Background: an optimization exercise with open tools, aiming at small area, a short achievable clock period and few clock cycles per item. Do not read the settings as production practice.
Only simulation tests tie the RTL to the original design; equivalence was not proved.
Power and IR drop assume default switching activity.

$ cat flow/config.mk
export PLATFORM = sky130hd
export DESIGN_NAME = vesc_cmd_encoder
export DESIGN_NICKNAME = vesc_cmd_encoder
export VERILOG_FILES = /design/flow/design.v
export SDC_FILE = /design/flow/constraint.sdc
export NUM_CORES = 4
export LEC_CHECK = 0
export CAP_MARGIN = 20
export CORE_MARGIN = 2
export CORE_UTILIZATION = 40
export SETUP_SLACK_MARGIN = 2
export SLEW_MARGIN = 20
$ cat flow/flow/run.sh
#!/bin/bash
set -euo pipefail
bash standard.sh finish 'BUFFER_PORTS_ARGS=-buffer_cell sky130_fd_sc_hd__buf_2' \
    SETUP_SLACK_MARGIN=27.6 TNS_END_PERCENT=100 \
    CTS_BUF_LIST=sky130_fd_sc_hd__clkbuf_8 \
    > standard_finish.log 2>&1
$ cat flow/design.v
module vesc_cmd_encoder (
    input  wire        clk,
    input  wire        rst,          
    input  wire        in_valid,
    output wire        in_ready,
    input  wire [2:0]  in_cmd,       
    input  wire [63:0] in_arg,       
    output reg         out_valid,
    input  wire        out_ready,
    output reg  [1:0]  out_status,   
    output reg  [3:0]  out_len,      
    output reg  [79:0] out_frame     
);
    reg v0, v1, xv;
    reg rdy;                               
    wire adv = ~xv;                        
    wire ld  = ~out_valid | out_ready;     
    assign in_ready = rdy;
    reg [2:0]  c0;
    reg [63:0] a0;
    reg        kA, kB, kC, kD, sv0;
    always @(posedge clk) begin
        if (adv) begin
            c0  <= in_cmd;
            a0  <= in_arg;
            kA  <= (in_cmd == 3'd0) | (in_cmd == 3'd1) | (in_cmd == 3'd5);    
            kB  <= (in_cmd == 3'd3) | (in_cmd == 3'd4) | (in_cmd == 3'd7);    
            kC  <= (in_cmd == 3'd2);                                          
            kD  <= (in_cmd == 3'd6);                                          
            sv0 <= (in_cmd == 3'd7);
        end
    end
    wire has_arg0 = c0[2] | c0[1];
    wire        s0      = a0[63];
    wire [10:0] e0      = a0[62:52];
    wire [51:0] f0      = a0[51:0];
    wire        enz0    = |e0;
    wire [52:0] m0      = {enz0, f0};
    wire [10:0] eeff0   = {e0[10:1], e0[0] | ~enz0};
    wire        nonfin0 = &e0;
    wire        fnz0    = |f0;
    wire        gt_one0 = e0[10] | ((e0 == 11'h3FF) & fnz0);
    wire        dom0    = kC ? gt_one0 :
                          sv0 ? (gt_one0 | (s0 & (enz0 | fnz0))) : 1'b0;
    wire [12:0] sh0    = (kA ? 13'd1055 : kB ? 13'd1045 : kC ? 13'd1038 : 13'd1035) - {2'b0, eeff0};
    wire        shneg0 = sh0[12];
    wire        zero0  = ~has_arg0 | (~sh0[12] & (sh0[11:0] > 12'd34));
    wire [69:0] mw = {17'd0, m0};
    wire [69:0] t1 = mw << 14;
    wire [69:0] t2 = ~((kB ? (mw << 9) : 70'd0) | (kC ? (mw << 12) : 70'd0) |
                       (kD ? (mw << 10) : 70'd0)) & {70{~kA}};
    wire [69:0] t3 = (kB ? (mw << 7) : 70'd0) | ((kC | kD) ? (mw << 8) : 70'd0);
    wire [69:0] t4 = kC ? ~(mw << 6) : kD ? (mw << 3) : 70'd0;
    wire [69:0] t5 = (kC ? (mw << 4) : 70'd0) | (kD ? mw : 70'd0);
    wire [69:0] t6 = kC ? (mw << 2) : 70'd0;
    wire [69:0] ww  = t1 + t2 + t3 + t4 + t5 + t6 + {57'd0, 1'b1, 10'd0, kC, ~kA};
    wire [34:0] r0  = ww[67:33];               
    wire        ci0 = ww[66] & (&ww[32:12]);   
    reg [34:0] r1;
    reg [2:0]  c1;
    reg        s1, zero1, nonfin1, rng1, ci1;
    reg [5:0]  sh1;
    always @(posedge clk) begin
        if (adv) begin
            r1 <= r0; ci1 <= ci0; c1 <= c0; s1 <= s0; sh1 <= sh0[5:0];
            zero1 <= zero0; nonfin1 <= nonfin0 & has_arg0; rng1 <= has_arg0 & (dom0 | shneg0);
        end
    end
    wire [34:0] g     = zero1 ? 35'd0 : (r1 >> sh1);
    reg  [34:0] pa;                            
    integer k;
    always @(*) begin
        pa[0] = r1[0];
        for (k = 1; k < 35; k = k + 1)
            pa[k] = pa[k - 1] & r1[k];
    end
    wire        low1  = (sh1 == 6'd0) | pa[sh1 - 6'd1];
    wire        c2    = ci1 & low1 & ~zero1;
    wire [33:0] phi   = g[34:1];
    wire [32:0] q33   = ({1'b0, phi[31:0]} ^ {33{s1}}) + {32'd0, (g[0] | c2) ^ s1};
    wire [31:0] q1    = q33[31:0];
    wire        werr1 = (|phi[33:32]) | (q33[32] ^ q33[31]);
    wire [1:0]  st1   = nonfin1 ? 2'd1 : (rng1 | werr1) ? 2'd2 : 2'd0;
    reg [31:0] qx;
    reg [1:0]  stx;
    reg [2:0]  cx;
    always @(posedge clk) begin
        if (adv) begin
            qx <= q1; stx <= st1; cx <= c1;
        end
    end
    wire [31:0] q      = xv ? qx : q1;
    wire [1:0]  status = xv ? stx : st1;
    wire [2:0]  c3     = xv ? cx : c1;
    wire        ok     = (status == 2'd0);
    wire        has_arg3 = c3[2] | c3[1];
    wire        w2_3     = (c3 == 3'd7);
    wire        w4_3     = has_arg3 & ~w2_3;
    reg  [7:0]  cmd_id3;
    always @(*) begin
        case (c3)
            3'd0: cmd_id3 = 8'h00;
            3'd1: cmd_id3 = 8'h04;
            3'd2: cmd_id3 = 8'h05;
            3'd3: cmd_id3 = 8'h06;
            3'd4: cmd_id3 = 8'h07;
            3'd5: cmd_id3 = 8'h08;
            3'd6: cmd_id3 = 8'h09;
            default: cmd_id3 = 8'h0C;
        endcase
    end
    function [15:0] crc16_byte(input [15:0] crc_in, input [7:0] data);
        integer b;
        reg [15:0] cc;
        begin
            cc = crc_in ^ {data, 8'h00};
            for (b = 0; b < 8; b = b + 1)
                cc = cc[15] ? ((cc << 1) ^ 16'h1021) : (cc << 1);
            crc16_byte = cc;
        end
    endfunction
    function [15:0] crc_q(input [31:0] qq);
        crc_q = crc16_byte(crc16_byte(crc16_byte(crc16_byte(16'h0, qq[31:24]), qq[23:16]),
                                      qq[15:8]), qq[7:0]);
    endfunction
    reg [15:0] crc_c;
    always @(*) begin
        case (c3)
            3'd0:    crc_c = crc16_byte(16'h0, 8'h00);
            3'd1:    crc_c = crc16_byte(16'h0, 8'h04);
            3'd7:    crc_c = crc16_byte(crc16_byte(crc16_byte(16'h0, 8'h0C), 8'h00), 8'h00);
            default: crc_c = crc16_byte(crc16_byte(crc16_byte(crc16_byte(crc16_byte(16'h0,
                                 cmd_id3), 8'h00), 8'h00), 8'h00), 8'h00);
        endcase
    end
    wire [15:0] crc = crc_c ^ crc_q(q);
    reg [79:0] frame;
    reg [3:0]  flen;
    always @(*) begin
        frame = 80'd0;
        flen  = 4'd0;
        if (ok) begin
            if (w4_3) begin
                flen  = 4'd10;
                frame = {8'h02, 8'h05, cmd_id3, q, crc, 8'h03};
            end else if (w2_3) begin
                flen  = 4'd8;
                frame = {8'h02, 8'h03, 8'h0C, q[15:0], crc, 8'h03, 16'd0};
            end else begin
                flen  = 4'd6;
                frame = {8'h02, 8'h01, cmd_id3, crc, 8'h03, 32'd0};
            end
        end
    end
    wire src_v = xv | (v1 & adv);
    wire xv_n  = ~rst & ~ld & (xv | v1);
    always @(posedge clk) begin
        if (rst) begin
            v0 <= 1'b0; v1 <= 1'b0; out_valid <= 1'b0;
        end else begin
            if (adv) begin
                v0 <= in_valid;
                v1 <= v0;
            end
            out_valid <= ld ? src_v : 1'b1;
        end
        xv  <= xv_n;
        rdy <= ~xv_n;
    end
    always @(posedge clk) begin
        if (ld) begin
            out_status <= status;
            out_len    <= flen;
            out_frame  <= frame;
        end
    end
endmodule
$ cat flow/standard.sh
#!/bin/bash
# synth_recipe.tcl (not shown) runs the flow's synth.tcl, then flattens the netlist and writes it again
# the make line also repeats each setting of config.mk as NAME=value (left out here)
make -C /OpenROAD-flow-scripts/flow DESIGN_CONFIG=/design/flow/config.mk WORK_HOME=/design/flow/orfs CLKGATE_MAP_FILE= SYNTH_SCRIPT=/design/flow/synth_recipe.tcl "${@:-finish}"
$ cat flow/constraint.sdc
create_clock -name core_clock -period 36.0 [get_ports {clk}]
set_input_delay 7.2000 -clock core_clock [delete_from_list [all_inputs] [get_ports {clk}]]
set_output_delay 7.2000 -clock core_clock [all_outputs]
set_load 0.01 [all_outputs]
==> metrics.csv, run 1 <==
metric;value;unit
Port Buf Inserts;135;
Die H;253.0;um
drt wl/cell;22.25;um
CTS tree;built;
Reg2Reg Depth;26;
Synth Area per Inst;9.660;um^2
initial core utilization;40.35;%
clock root buffer;clkbuf_8;
headroom to the max-slew limit;33.17;%
R2R Setup Slk;28160;ps
DR iter-0 viols;1967;
most frequent cell after synthesis;inv_1;
R2R Path Start;sh1[0]$_DFFE_PN_;
Slew @ Worst Pin;974.6;ps
Area contributors post-synth;edfxtp_1, fa_1, ha_1;
Pleak;12.34;nW
startpoint types;register;
crit path buf inv count;1;
Clock Skews;49.97;ps
Clock Power Share;13.1;%
vias in the first global route;20340;
Final Cell Area;0.02689;mm^2
area grow syn2layout;8.382;%
Distinct cells, synth;112;
Synth area leader;edfxtp_1;
first-pass GRT wire length;119300;um
worst hold path type;reg2reg;
Post-DP HPWL;59640;um
worst hold start;c0[0]$_DFFE_PN_;
Post-synth top cells;inv_1, nand2_1, fa_1, edfxtp_1, nor2_1;
GRT Overall Usage;24.06;%
VDD IR-drop max;76.07;uV
CP max FO;1;
Net Sw Power;1.015;mW
mapped cell area;0.02481;mm^2
cts bufs inserted;43;
CP max stage cell;edfxtp_1;
Die Width;253.0;um
RSZ-0062 raised after global routing;true;
layout cells sized above 1;13.71;%
DRC Markers;0;
initial antenna violation count;1;
Gate Count Post-Synth;2568;
clock-pin slew on the worst setup and hold paths;60;ps
nets;3017;
Peak Freq;118.5;MHz
sequential share of the synthesized area;25.30;%
die area;0.06403;mm^2
core area;0.06148;mm^2
Setup Fix Bufs, Post-CTS;0;
crit path DAT;1240;ps
Routed WL;76850;um
total number of vias;20120;
setup TNS;0;ps
FP Rows;91;
DP Area;0.02591;mm^2
min Tclk post-route;8436;ps
grt total ovfl;0;
post-synth top area share;21.91;%
Critical Path RT;28800;ps
CTS Sinks;223;
synthesized flop and latch total;223;
reg2reg end;out_frame[32]$_SDFFCE_PP0N_;
Post-Layout Cell Count;3454;
worst skew pair latency;630;ps
critical path class;reg2out;
Seq pwr share;21.3;%
Comb pwr share;65.6;%
final hold viol count;0;
Min-Delay Endpoint;c1[0]$_DFFE_PN_;
clk buf depth;3;
pwr dens;80.18;mW/mm^2
CTS H-Tree Depth;2;
first drt pass iteration count;6;
Critical Path End Type;output port;
dpl cells;3376;
peak per-stage delay on the critical path;440;ps
Synth Flop Type;edfxtp_1;
Switching Share;47.10;%
DR vias/cell;5.824;
final hold slack;424.7;ps
max-cap violation count;0;
CP Cell Sequence;buf_2;
max-slew violations;0;
status;complete, no violations;
largest net degree at the start of global routing;81;
Tcrit/Tclk final;23.43;%
Antenna Nets Post-Route;0;
ys async rst share;0;%
Ys Warns;1;
cell family with most CP delay;flip-flops;
gp weighted congestion;0.9333;
# IOs;159;
# setup viols final;0;
Final Core Density;43.73;%
P_int;1.140;mW
number of synthesized flops with an enable pin;181;
Cells on Worst Hold Path;0;
## worst register-to-register path, cell delays in order, from the launching register on
cell and delay, ps:
edfxtp_1 340, buf_6 390, inv_2 410, ha_2 620
o21ai_0 130, a2111oi_0 500, a211oi_1 100, a211oi_1 260
a21oi_1 100, a21oi_1 160, a211o_1 130, a31oi_1 100
nor2_1 130, xnor2_1 140, ha_1 250, o21ai_2 240
a211oi_4 520, a31oi_1 250, o31ai_4 550, xnor3_1 350
xnor3_1 380, xnor3_1 440, xnor3_2 570, xnor2_2 290
nand2_1 80, o21ai_1 80, a21oi_1 80
## worst max-delay path by stage
| stage | startpoint | slack (ps) | to | cells past startpoint |
|---|---|---|---|---|
| after floorplan | out_ready | 27780 | rdy$_DFF_P_ | 2 |
| after global placement | out_ready | 27500 | rdy$_DFF_P_ | 3 |
| after detailed placement | out_ready | 27480 | rdy$_DFF_P_ | 3 |
| after CTS | out_frame[14]$_SDFFCE_PN0N_ | 27540 | out_frame[14] | 1 |
| after global routing | out_frame[14]$_SDFFCE_PN0N_ | 27520 | out_frame[14] | 1 |
| final | out_frame[14]$_SDFFCE_PN0N_ | 27560 | out_frame[14] | 1 |
## power groups by stage
stage               combinational [mW]  sequential (mW)  clock (mW)
floorplan                         1.07            0.425           0
global placement                  1.36            0.461           0
detailed placement                1.38            0.461           0
CTS                               1.39            0.456       0.291
global route                      1.54            0.464       0.302
finish                            1.41            0.459       0.283
## flip-flops by register name, indices dropped and copies added, names as in the netlist, 3 cells and up
name,count
a0,64
out_frame,55
r1,35
qx,32
sh1,6
c0,3
c1,3
cx,3
out_len,3
## repair_timing
item | 4_1_cts | 5_1_grt
gates cloned | 0 | 0
setup endpoints to repair | 27 | 73
hold buffers | 0 | 0
gates resized for setup | 1 | 6
## stage by stage
step,power [mW],setup WS (ps)
after floorplan,1.492,27780
after global placement,1.825,27500
after detailed placement,1.846,27480
after CTS,2.140,27540
after global routing,2.304,27520
final,2.156,27560
## final cells by class
class / instances / area, um^2
diodes: 1 / 2.502
clock buffers: 45 / 619.3
clock inverters: 32 / 327.8
fillers: 6010 / 34600
inverters: 289 / 1091
multi-input cells: 1912 / 16690
flip-flops and latches: 223 / 6279
well taps: 790 / 988.4
repair buffers: 162 / 885.9
## logic make-up (layout without fill, tap and decap cells)
family,count (synthesis),count (layout),synth area share [%]
buf+inv,455,528,7.888
compound gates,519,519,14.68
mux,169,169,8.544
xor+xnor,193,193,8.085
simple gates,693,693,13.28
fa+ha+maj,315,315,22.21
flops,223,223,25.30
other cells,1,24,0.01512
## placed cells by master, fill, tap and decap left out, drive strengths merged, types with 34 or more instances in the layout
| cell | instances |
|---|---|
| inv | 294 |
| nand2 | 262 |
| fa | 209 |
| edfxtp | 181 |
| buf | 162 |
| nor2 | 144 |
| xnor2 | 137 |
| a21oi | 130 |
| ha | 106 |
| mux2i | 104 |
| o21ai | 90 |
| nand3 | 55 |
| nand4 | 48 |
| a21o | 46 |
| clkbuf | 45 |
| xor2 | 43 |
| dfxtp | 42 |
| a22oi | 40 |
| mux2 | 36 |
| nor3 | 34 |
## metal layers
layer  part of all wire, %  vias up  global-route usage [%]
li1                      -     9099                       -
met2                    48      874                   40.06
met3                   6.4      167                   3.166
met5                     0        -                       0
met4                   3.8        0                   9.045
met1                    42     9976                   31.95
Testbench counts, summed over its fixed seeds: cycles 8,024, items 8,000.
==> inputs of run 2 (changes only) <==
==> flow/flow/run.sh (replaced) <==
#!/bin/bash
set -euo pipefail
bash standard.sh finish 'BUFFER_PORTS_ARGS=-buffer_cell sky130_fd_sc_hd__buf_2' \
    SETUP_SLACK_MARGIN=27.6 TNS_END_PERCENT=100 \
    "CTS_BUF_LIST=sky130_fd_sc_hd__clkbuf_4 sky130_fd_sc_hd__clkbuf_8" \
    > standard_finish.log 2>&1
==> run 2 against run 1 <==
Still clean on timing, DRC and antenna. Die area unchanged. First-iteration DRC count increased by 2.9%. Global-route usage about the same. Combinational power about the same. Hold slack about the same. Core utilization about the same. Register-to-register slack about the same.
==> metrics.csv, run 2 <==
metric;value;unit;change
status;complete, no violations;;
worst skew pair latency;630;ps;about the same
worst hold start;c0[0]$_DFFE_PN_;;
Synth Flop Type;edfxtp_1;;
cts bufs inserted;43;;unchanged
Synth Area per Inst;9.660;um^2;unchanged
final hold slack;424.5;ps;-0.2450 ps
max-slew violations;0;;unchanged
Critical Path End Type;output port;;
synthesized flop and latch total;223;;unchanged
die area;0.06403;mm^2;unchanged
pwr dens;80.28;mW/mm^2;+0.12%
# hold bufs at CTS;0;;unchanged
Antenna Nets Post-Route;0;;unchanged
critical path class;reg2out;;
Multi-input gate area;0.01669;mm^2;unchanged
Clock Skews;43.91;ps;-6.058 ps
total number of vias;20060;;-0.29%
CP max FO;1;;unchanged
# IOs;159;;unchanged
RSZ-0062 raised after global routing;true;;
clock-pin slew on the worst setup and hold paths;70;ps;about the same
Critical Path Start;out_frame[14]$_SDFFCE_PN0N_;;
most frequent cells in the layout;inv_1, nand2_1, fa_1, edfxtp_1, nor2_1;;
number of synthesized flops with an enable pin;181;;unchanged
worst hold path type;reg2reg;;
DR vias/cell;5.807;;-0.29%
core area;0.06148;mm^2;unchanged
vias in the first global route;20350;;+0.069%
CTS H-Tree Depth;2;;unchanged
Largest Register;a0;;
Routed WL;76870;um;about the same
mapped cell area;0.02481;mm^2;unchanged
final hold viol count;0;;unchanged
DR iter-0 viols;2024;;+2.9%
DRC Markers;0;;unchanged
post-synth top area share;21.91;%;unchanged
# setup viols final;0;;unchanged
FP Rows;91;;unchanged
initial core utilization;40.35;%;unchanged
clock root buffer;clkbuf_8;;
crit path DAT;1240;ps;about the same
gp weighted congestion;0.9333;;unchanged
most common cell after layout, fill and taps aside;inv_1;;
initial antenna violation count;1;;unchanged
filler cell count;6010;;unchanged
register area;0.006279;mm^2;unchanged
Port Buf Inserts;135;;unchanged
clk buf depth;3;;unchanged
Regs by FF count;a0 x64, out_frame x55, r1 x35;;
Distinct cells, synth;112;;unchanged
Post-synth top cells;inv_1, nand2_1, fa_1, edfxtp_1, nor2_1;;
GRT Overall Usage;24.06;%;about the same
first-pass GRT wire length;119200;um;about the same
VDD IR-drop max;75.63;uV;-0.57%
headroom to the max-slew limit;32.90;%;-0.27 points
setup TNS;0;ps;unchanged
max reg flops;64;;unchanged
layout cells sized above 1;13.89;%;+0.19 points
area grow syn2layout;8.458;%;about the same
min Tclk post-route;8435;ps;-0.4000 ps
startpoint types;register;;
Die H;253.0;um;unchanged
ys async rst share;0;%;unchanged
Ys Warns;1;;unchanged
Peak Freq;118.5;MHz;about the same
most frequent cell after synthesis;inv_1;;
Gate Count Post-Synth;2568;;unchanged
CP max stage cell;edfxtp_1;;
first drt pass iteration count;8;;+2
Area contributors post-synth;edfxtp_1, fa_1, ha_1;;
sequential share of the synthesized area;25.30;%;unchanged
largest net degree at the start of global routing;81;;unchanged
Critical Path RT;28800;ps;about the same
R2R Path Start;kC$_DFFE_PN_;;
Die Width;253.0;um;unchanged
Slew @ Worst Pin;978.5;ps;+3.892 ps
cell family with most CP delay;flip-flops;;
max-cap violation count;0;;unchanged
CTS tree;built;;
CP Cell Sequence;buf_2;;
crit path buf inv count;1;;unchanged
drt wl/cell;22.26;um;about the same
peak per-stage delay on the critical path;440;ps;about the same
grt total ovfl;0;;unchanged
Tcrit/Tclk final;23.43;%;about the same
CTS Sinks;223;;unchanged
Pleak;12.34;nW;about the same
Post-DP HPWL;59640;um;unchanged
nets;3017;;unchanged
Synth area leader;edfxtp_1;;
[run 2: per-layer routing]
metal / vias to the layer above / track usage, % / share of wire, %
met5: - / 0 / 0
met4: 0 / 9.062 / 3.6
met3: 164 / 3.176 / 6.2
met2: 866 / 40.08 / 48
met1: 9925 / 31.90 / 42
li1: 9102 / - / -
[run 2: kinds of logic after synthesis]
logic type	Yosys count	synth area share [%]
compound gates	519	14.68
flops	223	25.30
other cells	1	0.01512
buf+inv	455	7.888
simple gates	693	13.28
mux	169	8.544
xor+xnor	193	8.085
fa+ha+maj	315	22.21
[run 2: power breakdown]
group | leakage [nW] | internal (mW) | switching [mW]
sequential | 2.33 | 0.379 | 0.0796
clock | 0.499 | 0.167 | 0.121
combinational | 9.51 | 0.600 | 0.814
[run 2: path summary, 6_finish.rpt]
check,to,slack [ps],cells after the start
min reg2reg,c1[0]$_DFFE_PN_,420,0
max,out_frame[14],27560,1
min,c1[0]$_DFFE_PN_,420,0
max reg2reg,ci1$_DFFE_PN_,28160,27
[run 2: repair_timing]
action                     4_1_cts  5_1_grt
resized for setup                1        6
setup endpoints to repair       27       73
setup buffers                    0        0
[run 2: worst register-to-register path: cells and delay by family, from the launching register on]
kind / cells / cell delay (ps)
flip-flops: 1 / 310
AND/OR/NAND/NOR: 2 / 850
buffers and inverters: 4 / 1280
AO/OA/AOI/OAI: 16 / 3080
XOR/XNOR: 1 / 270
adder cells (fa/ha/maj): 4 / 1830
[run 2: through the flow]
stage | utilization [%] | setup WS, ps | area (um^2) | power (mW) | cells
6_report | 43.76 | 27560 | 26910 | 2.160 | 3454
5_1_grt | 43.76 | 27520 | 26910 | 2.309 | 3454
4_1_cts | 43.72 | 27540 | 26880 | 2.145 | 3453
3_5_place_dp | 42.14 | 27480 | 25910 | 1.846 | 3376
3_3_place_gp | 42.14 | 27500 | 25910 | 1.825 | 3376
2_1_floorplan | - | 27780 | 24900 | 1.492 | 2590
[run 2: cell type report]
class | instances | share of cell area (%)
Clock inverter | 27 | 1.149
Antenna cell | 1 | 0.009301
Clock buffer | 50 | 2.441
Multi-Input combinational cell | 1912 | 62.04
Timing Repair Buffer | 162 | 3.292
Sequential cell | 223 | 23.34
Tap cell | 790 | 3.674
Inverter | 289 | 4.055
==> inputs of run 3 (changes only) <==
==> flow/flow/run.sh (replaced) <==
#!/bin/bash
set -euo pipefail
bash standard.sh finish 'BUFFER_PORTS_ARGS=-buffer_cell sky130_fd_sc_hd__buf_2' \
    SETUP_SLACK_MARGIN=27.6 TNS_END_PERCENT=100 CORE_UTILIZATION=55 \
    > standard_finish.log 2>&1
==> run 3 against run 2 <==
Die area shrank 27%. Wire length shrank 6.1%. Combinational power is essentially flat. Via count shrank 2.1%. Flip-flop and latch count is the same. Critical path depth is the same. First-iteration DRC count grew 13%. Still clean on timing, DRC and antenna. Register-to-register slack gained 100 ps. Final cell count shrank 6.8%. Synthesized cell count is the same.
==> metrics.csv, run 3 <==
metric;value;unit;change
status;complete, no violations;;
max-cap violation count;0;;unchanged
setup TNS;0;ps;unchanged
DR iter-0 viols;2286;;+13%
Tcrit/Tclk final;23.15;%;-0.28 points
Ys Warns;1;;unchanged
post-synth top area share;21.91;%;unchanged
pwr dens;79.16;mW/mm^2;-1.4%
clk buf depth;3;;unchanged
CP max stage cell;edfxtp_1;;
Critical Path End Type;output port;;
grt total ovfl;0;;unchanged
Port Buf Inserts;135;;unchanged
headroom to the max-slew limit;33.29;%;+0.39 points
most frequent cells in the layout;inv_1, nand2_1, fa_1, edfxtp_1, nor2_1;;
sequential share of the synthesized area;25.30;%;unchanged
uppermost layer routed;met4;;
VDD IR-drop max;79.97;uV;+5.7%
CP Cell Sequence;buf_2;;
DRC Markers;0;;unchanged
vias in the first global route;19660;;-3.4%
Gate Count Post-Synth;2568;;unchanged
Post-DP HPWL;55340;um;-7.2%
peak per-stage delay on the critical path;420;ps;-20 ps
Routed WL;72180;um;-6.1%
CTS H-Tree Depth;1;;-1
final hold viol count;0;;unchanged
most frequent cell after synthesis;inv_1;;
gp weighted congestion;0.9485;;+1.6%
layout cells sized above 1;12.54;%;-1.4 points
CTS Sinks;223;;unchanged
CP max FO;2;;+1
# IOs;159;;unchanged
Synth area leader;edfxtp_1;;
nets;2991;;-0.86%
Critical Path RT;28800;ps;about the same
total number of vias;19640;;-2.1%
Die H;216.4;um;-14%
Slew @ Worst Pin;999.5;ps;+21.08 ps
crit path DAT;1130;ps;-110 ps
Regs by FF count;a0 x64, out_frame x55, r1 x35;;
first-pass GRT wire length;113300;um;-5.0%
metal2 WL;33980;um;-8.2%
startpoint types;register;;
Final Core Density;59.42;%;+16 points
max reg flops;64;;unchanged
cts bufs inserted;24;;-44%
GRT Overall Usage;30.92;%;+6.9 points
worst skew pair latency;550;ps;-80 ps
initial core utilization;55.86;%;+16 points
Die Width;216.4;um;-14%
Area contributors post-synth;edfxtp_1, fa_1, ha_1;;
Metal-1 WL;30830;um;-4.6%
worst hold path type;reg2reg;;
most common cell after layout, fill and taps aside;inv_1;;
Distinct cells, synth;112;;unchanged
Synth Area per Inst;9.660;um^2;unchanged
Synth Flop Type;edfxtp_1;;
core area;0.04441;mm^2;-28%
crit path buf inv count;1;;unchanged
mapped cell area;0.02481;mm^2;unchanged
area grow syn2layout;6.380;%;
drt wl/cell;22.43;um;+0.78%
Post-synth top cells;inv_1, nand2_1, fa_1, edfxtp_1, nor2_1;;
synthesized flop and latch total;223;;unchanged
max-slew violations;0;;unchanged
met3 wire len;4967;um;+4.0%
clock root buffer;clkbuf_16;;
Pleak;12.18;nW;-1.3%
clock-pin slew on the worst setup and hold paths;70;ps;about the same
largest net degree at the start of global routing;84;;+3.7%
CTS tree;built;;
# setup viols final;0;;unchanged
Antenna Nets Post-Route;0;;unchanged
die area;0.04682;mm^2;-27%
Clock Skews;13.47;ps;-30.45 ps
min Tclk post-route;8333;ps;-101.9 ps
Peak Freq;120.0;MHz;+1.2%
number of synthesized flops with an enable pin;181;;unchanged
initial antenna violation count;3;;+2
first drt pass iteration count;8;;unchanged
Largest Register;a0;;
DR vias/cell;6.103;;+5.1%
# hold bufs at CTS;0;;unchanged
critical path class;reg2out;;
RSZ-0062 raised after global routing;false;;
ys async rst share;0;%;unchanged
cell family with most CP delay;flip-flops;;
FP Rows;77;;-15%
[run 3: cell types whose count changed in the layout (fill, tap and decap cells not counted), moves of 4 or more]
cell       change
clkinv_1       -6
buf_4          -7
bufinv_16      -6
clkbuf_4       -5
clkbuf_8      -43
clkbuf_1       +6
clkinv_2       -4
clkbuf_16     +25
[run 3: worst reg2reg max path: stages (launching register included)]
cell	delay, ps
edfxtp_1	340
buf_6	380
inv_4	280
ha_2	570
o21ai_0	120
a2111oi_0	530
a211oi_1	110
a211oi_1	230
a21oi_1	100
a21oi_1	140
a211o_1	120
a31oi_1	100
nor2_1	130
xnor2_1	140
ha_1	260
ha_1	250
o21ai_1	180
buf_4	220
a211oi_2	440
and4_1	260
o31a_1	300
xnor3_1	520
xnor3_1	190
xnor3_1	440
xnor3_2	590
xnor2_1	320
nor2_1	70
o21a_1	170
[run 3: path summary, 6_finish.rpt]
| check | from | endpoint | slack [ps] | cells past startpoint |
|---|---|---|---|---|
| worst max-delay path | out_frame[64]$_SDFFCE_PP0N_ | out_frame[73] | 27670 | 1 |
| worst min-delay path | c0[0]$_DFFE_PN_ | c1[0]$_DFFE_PN_ | 430 | 0 |
| worst max register to register | sh1[0]$_DFFE_PN_ | out_frame[55]$_SDFFCE_PP0N_ | 28260 | 27 |
| worst min register to register | c0[0]$_DFFE_PN_ | c1[0]$_DFFE_PN_ | 430 | 0 |
[run 3: area by class of cell]
| cell class | count | area, um^2 |
|---|---|---|
| fill | 3892 | 18020 |
| multi-input combinational | 1912 | 16690 |
| sequential | 223 | 6277 |
| inverter | 289 | 1095 |
| timing repair buffer | 155 | 833.3 |
| tap | 592 | 740.7 |
| clock buffer | 35 | 685.7 |
| clock inverter | 9 | 60.06 |
| antenna | 3 | 7.507 |
[run 3: power by group]
part / leakage, nW / switching [mW] / internal (mW) / total (mW)
clock: 0.368 / 0.101 / 0.132 / 0.234
sequential: 2.33 / 0.0776 / 0.379 / 0.456
combinational: 9.47 / 0.800 / 0.599 / 1.40
total: 12.2 / 0.979 / 1.11 / 2.09
[run 3: stage by stage]
step | instance area, um^2 | instances | total power [mW] | worst slack (ps) | hold WS (ps)
after global placement | 25600 | 3170 | 1.811 | 27500 | 404.1
after detailed placement | 25600 | 3170 | 1.832 | 27490 | 412.7
after floorplan | 24900 | 2590 | 1.492 | 27780 | 400.3
after global routing | 26390 | 3218 | 2.235 | 27640 | 443.1
after CTS | 26350 | 3214 | 2.075 | 27650 | 426.0
final | 26390 | 3218 | 2.089 | 27670 | 426.1
[run 3: kinds of logic (layout without fill, tap and decap cells)]
family | after synthesis | after routing | synth area share [%]
AO/OA/AOI/OAI | 519 | 519 | 14.68
XOR/XNOR | 193 | 193 | 8.085
adder cells (fa/ha/maj) | 315 | 315 | 22.21
buffers and inverters | 455 | 488 | 7.888
flip-flops | 223 | 223 | 25.30
multiplexers | 169 | 169 | 8.544
other | 1 | 26 | 0.01512
AND/OR/NAND/NOR | 693 | 693 | 13.28
[run 3: routing by layer]
layer	track usage [%]	vias to the layer above
met5	0	-
met4	9.475	0
met3	4.084	137
met2	50.21	861
met1	43.35	9588
li1	-	9052
[run 3: repair_timing]
action	4_1_cts	5_1_grt
endpoints found under the setup margin	0	49
setup buffers	0	0
hold endpoints to repair	0	0
gates resized for setup	0	9
==> inputs of run 4 (changes only) <==
==> flow/flow/run.sh (replaced) <==
#!/bin/bash
set -euo pipefail
bash standard.sh finish 'BUFFER_PORTS_ARGS=-buffer_cell sky130_fd_sc_hd__buf_2' \
    SETUP_SLACK_MARGIN=27.6 TNS_END_PERCENT=100 CORE_UTILIZATION=70 \
    > standard_finish.log 2>&1
==> run 4 against run 3 <==
First-iteration DRC count increased by 14%. Hold slack improved by 36 ps. Synthesized area unchanged. Synthesized cell count unchanged. Non-clock buffer count unchanged. Flip-flop and latch count unchanged.
==> metrics.csv, run 4 <==
metric;value;unit;change
status;complete, no violations;;
min Tclk post-route;8347;ps;+14.00 ps
Critical Path End Type;output port;;
Synth Area per Inst;9.660;um^2;unchanged
DR vias/cell;6.733;;+10%
Regs by FF count;a0 x64, out_frame x55, r1 x35;;
critical path class;reg2out;;
final hold slack;461.8;ps;+35.65 ps
core area;0.03471;mm^2;-22%
max-slew violations;0;;unchanged
ys async rst share;0;%;unchanged
largest net degree at the start of global routing;86;;+2.4%
Setup Fix Bufs, Post-CTS;0;;unchanged
cts bufs inserted;24;;unchanged
CP max stage cell;edfxtp_1;;
max reg flops;64;;unchanged
cell family with most CP delay;flip-flops;;
Post-DP HPWL;54550;um;-1.4%
Critical Path Start;out_frame[22]$_SDFFCE_PN0N_;;
max-cap violation count;0;;unchanged
CTS tree;built;;
worst skew pair latency;550;ps;about the same
clock-pin slew on the worst setup and hold paths;60;ps;about the same
CTS Sinks;223;;unchanged
VDD IR-drop max;95.14;uV;+19%
R2R Path Start;sh1[0]$_DFFE_PN_;;
sequential share of the synthesized area;25.30;%;unchanged
initial antenna violation count;4;;+1
Port Buf Inserts;135;;unchanged
first-pass GRT wire length;112500;um;-0.74%
initial core utilization;71.46;%;+16 points
most frequent cells in the layout;inv_1, nand2_1, fa_1, edfxtp_1, nor2_1;;
die area;0.03696;mm^2;-21%
Critical Path RT;28800;ps;about the same
pre-CTS setup slack;27480;ps;-8.200 ps
first drt pass iteration count;13;;+5
most frequent cell after synthesis;inv_1;;
setup TNS;0;ps;unchanged
area grow syn2layout;5.921;%;
total number of vias;20750;;+5.7%
Antenna Nets Post-Route;0;;unchanged
Worst Setup EP;out_frame[22];;
Stages on worst setup path;1;;unchanged
grt total ovfl;0;;unchanged
CTS H-Tree Depth;1;;unchanged
synthesized flop and latch total;223;;unchanged
setup slack after layout;27650;ps;-14.00 ps
R2R Setup Slk;28030;ps;-230 ps
Synth Flop Type;edfxtp_1;;
number of synthesized flops with an enable pin;181;;unchanged
Routed WL;72460;um;+0.40%
CP Cell Sequence;buf_2;;
FP Rows;68;;-12%
startpoint types;register;;
peak per-stage delay on the critical path;430;ps;about the same
vias in the first global route;20620;;+4.9%
reg2reg end;out_frame[54]$_SDFFCE_PP0N_;;
final hold viol count;0;;unchanged
Peak Freq;119.8;MHz;-0.17%
DP Area;0.02544;mm^2;-0.64%
Ys Warns;1;;unchanged
filler cell count;2386;;-39%
worst hold path type;reg2reg;;
Area contributors post-synth;edfxtp_1, fa_1, ha_1;;
# setup viols final;0;;unchanged
clk buf depth;3;;unchanged
Die H;192.3;um;-11%
Reg2Reg Depth;28;;+3.7%
DRC Markers;0;;unchanged
crit path DAT;1150;ps;+20 ps
mapped cell area;0.02481;mm^2;unchanged
Gate Count Post-Synth;2568;;unchanged
Distinct cells, synth;112;;unchanged
Tcrit/Tclk final;23.19;%;+0.039 points
Synth area leader;edfxtp_1;;
CP max FO;1;;-1
crit path buf inv count;1;;unchanged
Clock Skews;14.99;ps;+1.529 ps
post-synth top area share;21.91;%;unchanged
Die Width;192.3;um;-11%
Final Cell Area;0.02628;mm^2;-0.43%
RSZ-0062 raised after global routing;false;;
# IOs;159;;unchanged
clock root buffer;clkbuf_16;;
GRT Overall Usage;39.45;%;+8.5 points
nets;2991;;unchanged
pwr dens;81.51;mW/mm^2;+3.0%
gp weighted congestion;0.9640;;+1.6%
Post-synth top cells;inv_1, nand2_1, fa_1, edfxtp_1, nor2_1;;
layout cells sized above 1;12.59;%;+0.043 points
headroom to the max-slew limit;20.41;%;-13 points
Slew @ Worst Pin;1189;ps;+189.9 ps
most common cell after layout, fill and taps aside;inv_1;;
DR iter-0 viols;2614;;+14%
Pleak;12.19;nW;+0.11%
drt wl/cell;23.51;um;+4.8%
Largest Register;a0;;
run 4: cell counts after synthesis:
Identical to the previous run, type by type.
run 4: stage by stage:
stage	power [mW]	cells	util, %
4_1_cts	2.096	3077	75.56
3_5_place_dp	1.842	3034	73.28
2_1_floorplan	1.492	2590	-
3_3_place_gp	1.786	3034	73.28
6_report	2.142	3082	75.70
5_1_grt	2.262	3081	75.69
run 4: repair_timing:
action                     in CTS  in global routing
gates cloned                    0                  0
gates resized for setup         1                  9
pin swaps                       0                  1
hold buffers                    0                  0
setup endpoints to repair       2                 53
run 4: worst register-to-register path, delay by kind of cell, from the launching register on:
family,cells,cell delay (ps)
AO/OA/AOI/OAI,12,3130
buffers and inverters,2,760
flip-flops,1,340
AND/OR/NAND/NOR,3,290
XOR/XNOR,8,2060
adder cells (fa/ha/maj),3,1140
run 4: worst min-delay path by stage:
stage                          start              end  slack, ps  cells after the start
finish               c0[1]$_DFFE_PN_  c1[1]$_DFFE_PN_        460                      0
global route         c0[1]$_DFFE_PN_  c1[1]$_DFFE_PN_        480                      0
CTS                  c0[1]$_DFFE_PN_  c1[1]$_DFFE_PN_        460                      0
detailed placement  a0[63]$_DFFE_PN_     s1$_DFFE_PN_        450                      0
global placement     c0[0]$_DFFE_PN_  c1[0]$_DFFE_PN_        430                      0
floorplan            c0[0]$_DFFE_PN_  c1[0]$_DFFE_PN_        400                      0
run 4: area by class of cell:
class                      instances  area [um^2]  share of cell area (%)
multi-input combinational       1912        16710                   63.58
timing repair buffer             155        829.5                   3.157
tap                              455        569.3                   2.167
sequential                       223         6277                   23.89
clock buffer                      32        693.2                   2.638
clock inverter                    11        96.34                  0.3666
inverter                         289         1092                   4.157
antenna                            5        12.51                 0.04762
run 4: layer usage:
layer	vias to the layer above	wire length, um	GRT usage (%)
met4	0	3898	17.73
met1	9969	26850	51.32
li1	9039	-	-
met5	-	0	0
met3	307	7291	7.110
met2	1436	34420	64.87
run 4: cells by family (layout without fill, tap and decap cells):
kind of cell	after synthesis	after routing	share of synthesized area, %
flip-flops	223	223	25.30
multiplexers	169	169	8.544
AND/OR/NAND/NOR	693	693	13.28
buffers and inverters	455	487	7.888
AO/OA/AOI/OAI	519	519	14.68
XOR/XNOR	193	193	8.085
adder cells (fa/ha/maj)	315	315	22.21
other	1	28	0.01512
run 4: power by group:
part | leakage [nW] | internal, mW | switching, mW
combinational | 9.47 | 0.601 | 0.836
clock | 0.381 | 0.143 | 0.102
sequential | 2.33 | 0.379 | 0.0803
==> inputs of run 5 (changes only) <==
==> flow/flow/run.sh (replaced) <==
#!/bin/bash
set -euo pipefail
bash standard.sh finish 'BUFFER_PORTS_ARGS=-buffer_cell sky130_fd_sc_hd__buf_2' \
    SETUP_SLACK_MARGIN=27.6 TNS_END_PERCENT=100 CORE_UTILIZATION=80 \
    > standard_finish.log 2>&1
==> run 5 against run 4 <==
Sequential power hardly changed. Wire length is 8.5% higher. Highest routed layer is now met5. Hold slack better by 16 ps. Final area is 0.44% lower. Die area is 12% lower. Synthesized cell count stayed put. Worst setup slack worse by 2.9 ps. Critical path depth stayed put. Synthesized area stayed put.
==> metrics.csv, run 5 <==
metric;value;unit;change
gp weighted congestion;1.074;;+11%
grt total ovfl;0;;unchanged
VDD IR-drop max;91.33;uV;-4.0%
CTS Sinks;223;;unchanged
total number of vias;22520;;+8.5%
clock root buffer;clkbuf_16;;
peak per-stage delay on the critical path;420;ps;about the same
R2R Setup Slk;27870;ps;-160 ps
filler cell count;1615;;-32%
vias in the first global route;22370;;+8.5%
number of synthesized flops with an enable pin;181;;unchanged
largest net degree at the start of global routing;76;;-12%
drt wl/cell;25.94;um;+10%
# setup viols final;0;;unchanged
initial core utilization;81.10;%;+9.6 points
max-cap violation count;0;;unchanged
Ys Warns;1;;unchanged
Clock Skews;17.87;ps;+2.872 ps
area grow syn2layout;5.457;%;
crit path DAT;1150;ps;about the same
clock-pin slew on the worst setup and hold paths;70;ps;about the same
CTS H-Tree Depth;1;;unchanged
DRC Markers;0;;unchanged
worst hold path type;reg2reg;;
critical path class;reg2out;;
most frequent cells in the layout;inv_1, nand2_1, fa_1, edfxtp_1, nor2_1;;
register area;0.006277;mm^2;unchanged
max reg flops;64;;unchanged
headroom to the max-slew limit;27.78;%;+7.4 points
mapped cell area;0.02481;mm^2;unchanged
ys async rst share;0;%;unchanged
Distinct cells, synth;112;;unchanged
Regs by FF count;a0 x64, out_frame x55, r1 x35;;
DR vias/cell;7.433;;+10%
min Tclk post-route;8350;ps;+2.900 ps
Die Width;180.1;um;-6.3%
Peak Freq;119.8;MHz;about the same
core area;0.03059;mm^2;-12%
RSZ-0062 raised after global routing;false;;
CTS tree;built;;
first drt pass iteration count;12;;-1
post-synth top area share;21.91;%;unchanged
cell family with most CP delay;flip-flops;;
CP Cell Sequence;buf_2;;
most common cell after layout, fill and taps aside;inv_1;;
Synth area leader;edfxtp_1;;
Routed WL;78600;um;+8.5%
# IOs;159;;unchanged
nets;2994;;+0.10%
final hold slack;478.2;ps;+16.39 ps
Largest Register;a0;;
Port Buf Inserts;135;;unchanged
final hold viol count;0;;unchanged
CP max FO;1;;unchanged
Synth Flop Type;edfxtp_1;;
worst skew pair latency;560;ps;about the same
pwr dens;84.76;mW/mm^2;+4.0%
Slew @ Worst Pin;1053;ps;-136.3 ps
die area;0.03243;mm^2;-12%
most frequent cell after synthesis;inv_1;;
Critical Path End Type;output port;;
Post-DP HPWL;54560;um;about the same
Die H;180.1;um;-6.3%
Final Cell Area;0.02616;mm^2;-0.44%
Multi-input gate area;0.01670;mm^2;about the same
Area contributors post-synth;edfxtp_1, fa_1, ha_1;;
CP max stage cell;edfxtp_1;;
setup TNS;0;ps;unchanged
Post-synth top cells;inv_1, nand2_1, fa_1, edfxtp_1, nor2_1;;
crit path buf inv count;1;;unchanged
FP Rows;64;;-5.9%
Gate Count Post-Synth;2568;;unchanged
Tcrit/Tclk final;23.20;%;about the same
startpoint types;register;;
sequential share of the synthesized area;25.30;%;unchanged
Synth Area per Inst;9.660;um^2;unchanged
max-slew violations;0;;unchanged
clk buf depth;3;;unchanged
cts bufs inserted;24;;unchanged
DP Area;0.02536;mm^2;-0.29%
status;complete, no violations;;
GRT Overall Usage;47.56;%;+8.1 points
initial antenna violation count;9;;+5
DR iter-0 viols;3870;;+48%
Antenna Nets Post-Route;0;;unchanged
first-pass GRT wire length;122000;um;+8.5%
layout cells sized above 1;12.69;%;+0.10 points
Pleak;12.17;nW;-0.17%
Critical Path RT;28800;ps;about the same
synthesized flop and latch total;223;;unchanged
[run 5: cell counts after synthesis]
No cell type changed its count.
[run 5: repair_timing]
| action | CTS | global route |
|---|---|---|
| pin swaps | 1 | 2 |
| setup buffers | 0 | 3 |
| hold buffers | 0 | 0 |
| resized for setup | 4 | 9 |
| endpoints found under the setup margin | 27 | 36 |
[run 5: layout make-up]
type                            instances  area share [%]
Antenna cell                            9         0.08609
Clock buffer                           31           2.396
Clock inverter                         12          0.3204
Inverter                              289           4.204
Multi-Input combinational cell       1912           63.84
Sequential cell                       223           23.99
Tap cell                              396           1.894
Timing Repair Buffer                  158           3.267
[run 5: path summary, 6_finish.rpt]
check | startpoint | to | cells past startpoint
worst max-delay path | out_frame[11]$_SDFFCE_PN0N_ | out_frame[11] | 1
worst max register to register | kC$_DFFE_PN_ | ci1$_DFFE_PN_ | 28
worst min-delay path | c0[2]$_DFFE_PN_ | c1[2]$_DFFE_PN_ | 0
worst min register to register | c0[2]$_DFFE_PN_ | c1[2]$_DFFE_PN_ | 0
[run 5: metal layers]
metal	part of all wire, %	global-route usage (%)
met1	32	58.53
met2	45	75.69
met3	13	11.08
met4	9.4	31.58
met5	0.017	0
[run 5: through the flow]
step | std cells | util (%) | power [mW] | setup WS [ps]
after global placement | 2975 | 82.92 | 1.764 | 27530
after CTS | 3018 | 85.31 | 2.120 | 27680
after detailed placement | 2975 | 82.92 | 1.850 | 27470
final | 3030 | 85.52 | 2.217 | 27650
after floorplan | 2590 | - | 1.492 | 27780
after global routing | 3030 | 85.52 | 2.302 | 27610
[run 5: cell families (layout without fill, tap and decap cells)]
family	after synthesis	in the layout	synth area share (%)
AOI/OAI and AO/OA	519	519	14.68
xor gates and xnor gates	193	193	8.085
adders and majority gates	315	315	22.21
buffers and inverters	455	490	7.888
DFF	223	223	25.30
muxes	169	169	8.544
other	1	32	0.01512
and+or+nand+nor	693	693	13.28
[run 5: power by group]
| part | switching, mW | internal (mW) |
|---|---|---|
| logic | 0.910 | 0.611 |
| registers | 0.0803 | 0.379 |
| clock network | 0.113 | 0.124 |
| total | 1.10 | 1.11 |

[static timing again, ports no longer ideal]
The results above use ideal ports. As a check the final layouts listed here were re-extracted and re-timed, cells and wires unchanged. Step 1 (the two cells are an assumption about what drives the block):
set clk [get_ports {clk}]
set_driving_cell -lib_cell sky130_fd_sc_hd__clkbuf_16 $clk
set_driving_cell -lib_cell sky130_fd_sc_hd__buf_2 [delete_from_list [all_inputs] $clk]
Step 2 times the ports against the registers' clock, not the clock port: input delays grow and output delays shrink by t, the midpoint of the rising clock arrivals with the driver on. Three values: ideal, step 1, step 2; two values: the first two.
| run | shift t [ns] | setup slack, ns | latest minus earliest clock arrival (ns) | worst register clock-pin slew, ns |
|---|---|---|---|---|
| run 1 | 0.669 | 27.564 / 27.501 / 27.466 | 0.050 / 0.050 | 0.08 / 0.08 |
| run 2 | 0.667 | 27.565 / 27.501 / 27.471 | 0.044 / 0.044 | 0.07 / 0.07 |
| run 3 | 0.600 | 27.667 / 27.609 / 27.521 | 0.015 / 0.014 | 0.07 / 0.07 |
| run 4 | 0.595 | 27.653 / 27.600 / 27.485 | 0.017 / 0.017 | 0.07 / 0.07 |
| run 5 | 0.601 | 27.650 / 27.597 / 27.446 | 0.023 / 0.023 | 0.07 / 0.07 |
After both steps setup and hold are still met in every run listed. For run 5, which loses most, drivers alone change the setup slack by -0.053 ns; drivers and shift together by -0.204 ns.
